What follows belongs to an exercise in optimizing a design on an open flow for small area, a short achievable clock period and few clock cycles per item; a production flow would make more cautious choices. In this exercise RTL edits were held to simulation tests only and were not proved equivalent to the original.

$ cat flow/run.sh
#!/bin/bash
# synth_recipe.tcl (not shown) runs the flow's synth.tcl, then flattens the netlist and writes it again
# the make line also repeats each setting of config.mk as NAME=value (left out here)
make -C /OpenROAD-flow-scripts/flow DESIGN_CONFIG=/design/flow/config.mk WORK_HOME=/design/flow/orfs CLKGATE_MAP_FILE= SYNTH_SCRIPT=/design/flow/synth_recipe.tcl finish
$ cat flow/config.mk
export PLATFORM = sky130hd
export DESIGN_NAME = pl0_alu
export DESIGN_NICKNAME = pl0_alu
export VERILOG_FILES = /design/flow/design.v
export SDC_FILE = /design/flow/constraint.sdc
export NUM_CORES = 4
export LEC_CHECK = 0
export CAP_MARGIN = 35
export CORE_MARGIN = 2
export CORE_UTILIZATION = 40
export SLEW_MARGIN = 30
$ cat flow/constraint.sdc
create_clock -name core_clock -period 18.0 [get_ports {clk}]
set_input_delay 3.6000 -clock core_clock [delete_from_list [all_inputs] [get_ports {clk}]]
set_output_delay 3.6000 -clock core_clock [all_outputs]
set_load 0.01 [all_outputs]
$ cat flow/design.v
module pl0_alu (
    input  wire        clk,
    input  wire        rst,           
    input  wire        in_valid,
    output wire        in_ready,
    input  wire [7:0]  in_op,         
    input  wire [1:0]  in_width,      
    input  wire [63:0] in_l,          
    input  wire [63:0] in_r,          
    output wire        out_valid,
    input  wire        out_ready,
    output wire [63:0] out_result,    
    output wire        out_div_zero   
);
    localparam [7:0] OP_MINUSIFY = 8'h0A;
    localparam [7:0] OP_ISODD    = 8'h0B;
    localparam [7:0] OP_ADD      = 8'h0C;
    localparam [7:0] OP_SUB      = 8'h0D;
    localparam [7:0] OP_MUL      = 8'h0E;
    localparam [7:0] OP_DIV      = 8'h0F;
    localparam [7:0] OP_EQ       = 8'h10;
    localparam [7:0] OP_NE       = 8'h11;
    localparam [7:0] OP_LT       = 8'h12;
    localparam [7:0] OP_GT       = 8'h13;
    localparam [7:0] OP_LE       = 8'h14;
    localparam [7:0] OP_GE       = 8'h15;
    localparam [1:0] S_IDLE = 2'd0;
    localparam [1:0] S_DIV  = 2'd1;
    localparam [1:0] S_DONE = 2'd2;
    function [63:0] narrow;
        input [63:0] x;
        input [1:0]  w;
        begin
            case (w)
                2'd0:    narrow = {{48{x[15]}}, x[15:0]};
                2'd1:    narrow = {{32{x[31]}}, x[31:0]};
                default: narrow = x;
            endcase
        end
    endfunction
    reg [1:0]  state;
    reg [1:0]  width_q;
    reg [63:0] result_q;
    reg        div_zero_q;
    reg [63:0] dividend_q;    
    reg [63:0] divisor_q;
    reg [63:0] rem_q;
    reg [6:0]  count_q;
    reg        neg_q;
    wire signed [63:0] a = narrow(in_l, in_width);
    wire signed [63:0] b = narrow(in_r, in_width);
    wire [63:0] sum  = a + b;
    wire [63:0] diff = a - b;
    wire [63:0] prod = a * b;
    reg [63:0] acc;
    always @(*) begin
        case (in_op)
            OP_MINUSIFY: acc = 64'd0 - b;
            OP_ISODD:    acc = {63'd0, b[0]};
            OP_ADD:      acc = sum;
            OP_SUB:      acc = diff;
            OP_MUL:      acc = prod;
            OP_EQ:       acc = {63'd0, a == b};
            OP_NE:       acc = {63'd0, a != b};
            OP_LT:       acc = {63'd0, a <  b};
            OP_GT:       acc = {63'd0, a >  b};
            OP_LE:       acc = {63'd0, a <= b};
            OP_GE:       acc = {63'd0, a >= b};
            default:     acc = 64'd0;
        endcase
    end
    wire [64:0] rem_shift = {rem_q, dividend_q[63]};
    wire [64:0] rem_sub   = rem_shift - {1'b0, divisor_q};
    wire        q_bit     = ~rem_sub[64];
    wire [63:0] quotient  = neg_q ? (64'd0 - dividend_q) : dividend_q;
    assign in_ready     = (state == S_IDLE);
    assign out_valid    = (state == S_DONE);
    assign out_result   = result_q;
    assign out_div_zero = div_zero_q;
    always @(posedge clk) begin
        if (rst) begin
            state <= S_IDLE;
        end else begin
            case (state)
                S_IDLE: begin
                    if (in_valid) begin
                        width_q <= in_width;
                        if (in_op == OP_DIV) begin
                            if (b == 64'd0) begin
                                result_q   <= 64'd0;
                                div_zero_q <= 1'b1;
                                state      <= S_DONE;
                            end else begin
                                dividend_q <= a[63] ? (64'd0 - a) : a;
                                divisor_q  <= b[63] ? (64'd0 - b) : b;
                                rem_q      <= 64'd0;
                                neg_q      <= a[63] ^ b[63];
                                count_q    <= 7'd64;
                                div_zero_q <= 1'b0;
                                state      <= S_DIV;
                            end
                        end else begin
                            result_q   <= narrow(acc, in_width);
                            div_zero_q <= 1'b0;
                            state      <= S_DONE;
                        end
                    end
                end
                S_DIV: begin
                    if (count_q == 7'd0) begin
                        result_q <= narrow(quotient, width_q);
                        state    <= S_DONE;
                    end else begin
                        rem_q      <= q_bit ? rem_sub[63:0] : rem_shift[63:0];
                        dividend_q <= {dividend_q[62:0], q_bit};
                        count_q    <= count_q - 7'd1;
                    end
                end
                S_DONE: begin
                    if (out_ready)
                        state <= S_IDLE;
                end
                default: state <= S_IDLE;
            endcase
        end
    end
endmodule
==> impl_results.md <==
- Root Driver: clkbuf_16
- Post-DP Area: slightly below 100000 µm²
- CTS tree: built
- CTS clk-pin slew, worst paths: 70 ps
- Biggest area consumer among synthesized cells: fa_1
- Req. time, crit path: 18300 ps
- Mean Syn Cell Area: 8.41 µm²
- Area Growth Syn to Fin: 7.39%
- Distinct cells, synth: 112
- Rel. slew slack: 28.1%
- Synth warnings: 1
- Outcome: finished clean
- Rows: 176
- Final hold viol count: 0
- First DRT Iteration DRCs: 9466
- Area of the multi-input gates: 73300 µm²
- Gate Count Post-Synth: about 11000
- Min Tclk post-route: 15890 ps
- Crit-path max cell delay: slightly above 800 ps
- RR Startpoint: dividend_q[63]
- Die Area: around 230000 µm²
- Met2 usage: 54.6%
- Hold_ws: 598 ps
- Clock latency (worst-skew pair): 610 ps
- Most used cell, CP: fa_1
- Top cell type's share of synthesized area: 39.9%
- Hold buffer count at cts: 0
- WS Path Type: input port to register
- TNS Setup: 0 ps
- Slowest cell on crit path: inv_2
- H-tree depth: 1
- Share of layout cells above drive strength 1: 4.73%
- Critical Path Sink Type: register
- Unrepaired setup endpoints after global routing: no
- Placer Congestion: 1.04
- Die Ht: 484 µm
- Seq/Total Area, Yosys: 8.76%
- CTS sink count: 269
- Final net count: around 13000
- Post-route cell area: 98800 µm²
- Crit path DAT: 16190 ps
- First-pass GRT wire length: 621000 µm
- GR peak layer: met2
- Global Route Usage Sum: 37.0%
- Post-synth EDFFs: 267
- Drt drc: 0
- CP Launch Type: input port
- Most common cell after layout, fill and taps aside: inv_1
- First-pass iteration count of the detailed router: 8
- Gr ovfl total: 0
- Worst-margin pin slew: 1080 ps
- Core area: roughly 230000 µm²
- Largest cells by area after synthesis: fa_1 (40%), inv_1 (9.1%), edfxtp_1 (8.7%)
- Pre-CTS worst setup slack: 1840 ps
- Hold Path Origin: rem_q[62]
- Initial antenna violation count: 32
- Routed vias: 81800
- Cell Area, Synth: between 90000 and 100000 µm²
- Die extent in x: just under 500 µm
- WL final: 434000 µm
- M3 GR Usage: between 10% and 20%
- Crit-path max FO: 23
- Met1 GRT Util: 49.4%
- Final setup margin: 2110 ps
- Worst clock skew: 37.8 ps
- F_max: 0.0629 GHz
- Vias in the first global route: approximately 84000
- Main synth FF type: edfxtp_1
- Port-buffer cells: around 210
- Postcts setup bufs: 0
- Vias/cell: 5.89
- PostCTS Resize Cnt: 0
- Worst setup path start: in_width[0]
- Routed Antenna Nets: 0
- Drt wl/cell: 31.3 µm
- Final max-slew violation count: 0
- Fillers: 22900
- Num CTS Buffers: 28
- Synthesized net count: about 13000
- Initial Util: 40.1%
- Pin count of the biggest net entering global routing: 136
- IO Pins: between 200 and 250
- Fin crit share: 88.3%
- Synth async-reset ratio: 0%
- Seq cells post-synth: between 200 and 300
- HPWL Detailed: between 300000 and 400000 µm
- Max Cap Viol: 0
- Setup Viol. Count Final: 0
- Most frequent cells in the layout: inv_1 (2213), fa_1 (1836), nand2_1 (1483)
- Clk buf depth: 3
- Register area: 8060 µm²
- Hold/Removal Path Class: register to register
[critical path: cells and delay by family]
kind            cells  cell delay, ps
fa+ha+maj          12            5800
compound gates      8            2540
xor+xnor            1             200
buf+inv            10            2680
simple gates        5            1320
[routing by layer]
layer	vias to the layer above	wire length (µm)
li1	33400	-
met1	41900	173000
met2	5279	182000
met3	1126	51100
met4	26	28400
met5	-	179
[logic make-up after synthesis]
family                   Yosys count  synth area share [%]
adder cells (fa/ha/maj)         2403                  47.7
AND/OR/NAND/NOR                 3312                  15.9
buffers and inverters           2896                  11.9
XOR/XNOR                         505                  4.82
multiplexers                      16                 0.213
AO/OA/AOI/OAI                   1539                  10.7
flip-flops                       269                  8.76
[state kept, by name (all words and copies together) (netlist names)]
signal	cells
neg_q	1
state	2
rem_q	64
divisor_q	64
dividend_q	64
width_q	2
div_zero_q	1
count_q	7
result_q	64
[cell usage after synthesis (all sizes together) (58+ instances only)]
library cell     n
and2           357
buf            109
nor2           969
o21ai          284
nor3            86
ha             567
a21oi          532
o21bai          61
fa            1836
nand2         1489
xnor2          388
o22ai           58
clkbuf         528
edfxtp         267
xor2           116
o31ai           59
nand3           77
a21o           145
inv           2235
[through the flow]
stage          cells  util [%]
6_report       13900      43.1
5_1_grt        13900      43.0
4_1_cts        13900      43.0
3_5_place_dp   13800      42.6
3_3_place_gp   13800      42.5
2_1_floorplan  10900         -
[worst paths after layout]
kind | to | slack [ps] | cells past startpoint
max | result_q[60] | 2110 | 36
min | rem_q[63] | 600 | 2
max reg2reg | rem_q[11] | 12390 | 17
min reg2reg | rem_q[63] | 600 | 2
[layout make-up]
type,instances,area share (%)
diodes,26,0.0658
clock buffers,32,0.746
clock inverters,20,0.263
inverters,2259,8.59
multi-input cells,7775,74.1
flip-flops and latches,269,8.15
well taps,3026,3.83
repair buffers,487,4.21
Testbench counts, summed over its fixed seeds: cycles 198,150, ops 24,000.

## re-timing with driven ports
The flow's constraints put no driver on any port. The routed layout listed below was extracted and timed again, unchanged, in two steps. Step 1, drivers: a clkbuf_16 drives clk and a buf_2 each remaining input, both assumed. Step 2 also shifts input and output timing later by t, the mid clock arrival at the registers, as if the neighbouring blocks saw the same clock. a / b / c = no drivers / after step 1 / after step 2; a / b = the first two.
shift t [ns]: 0.644
slack for setup (ns): 2.111 / 2.141 / 1.497
worst register clock-pin slew, ns: 0.08 / 0.08
worst data-port slew with drivers (ns): 0.16
cell pins on the clock port's net: 1
After both steps setup and hold are still met in this run. The setup slack of this run moves by +0.030 ns with the drivers and by -0.614 ns with both steps.
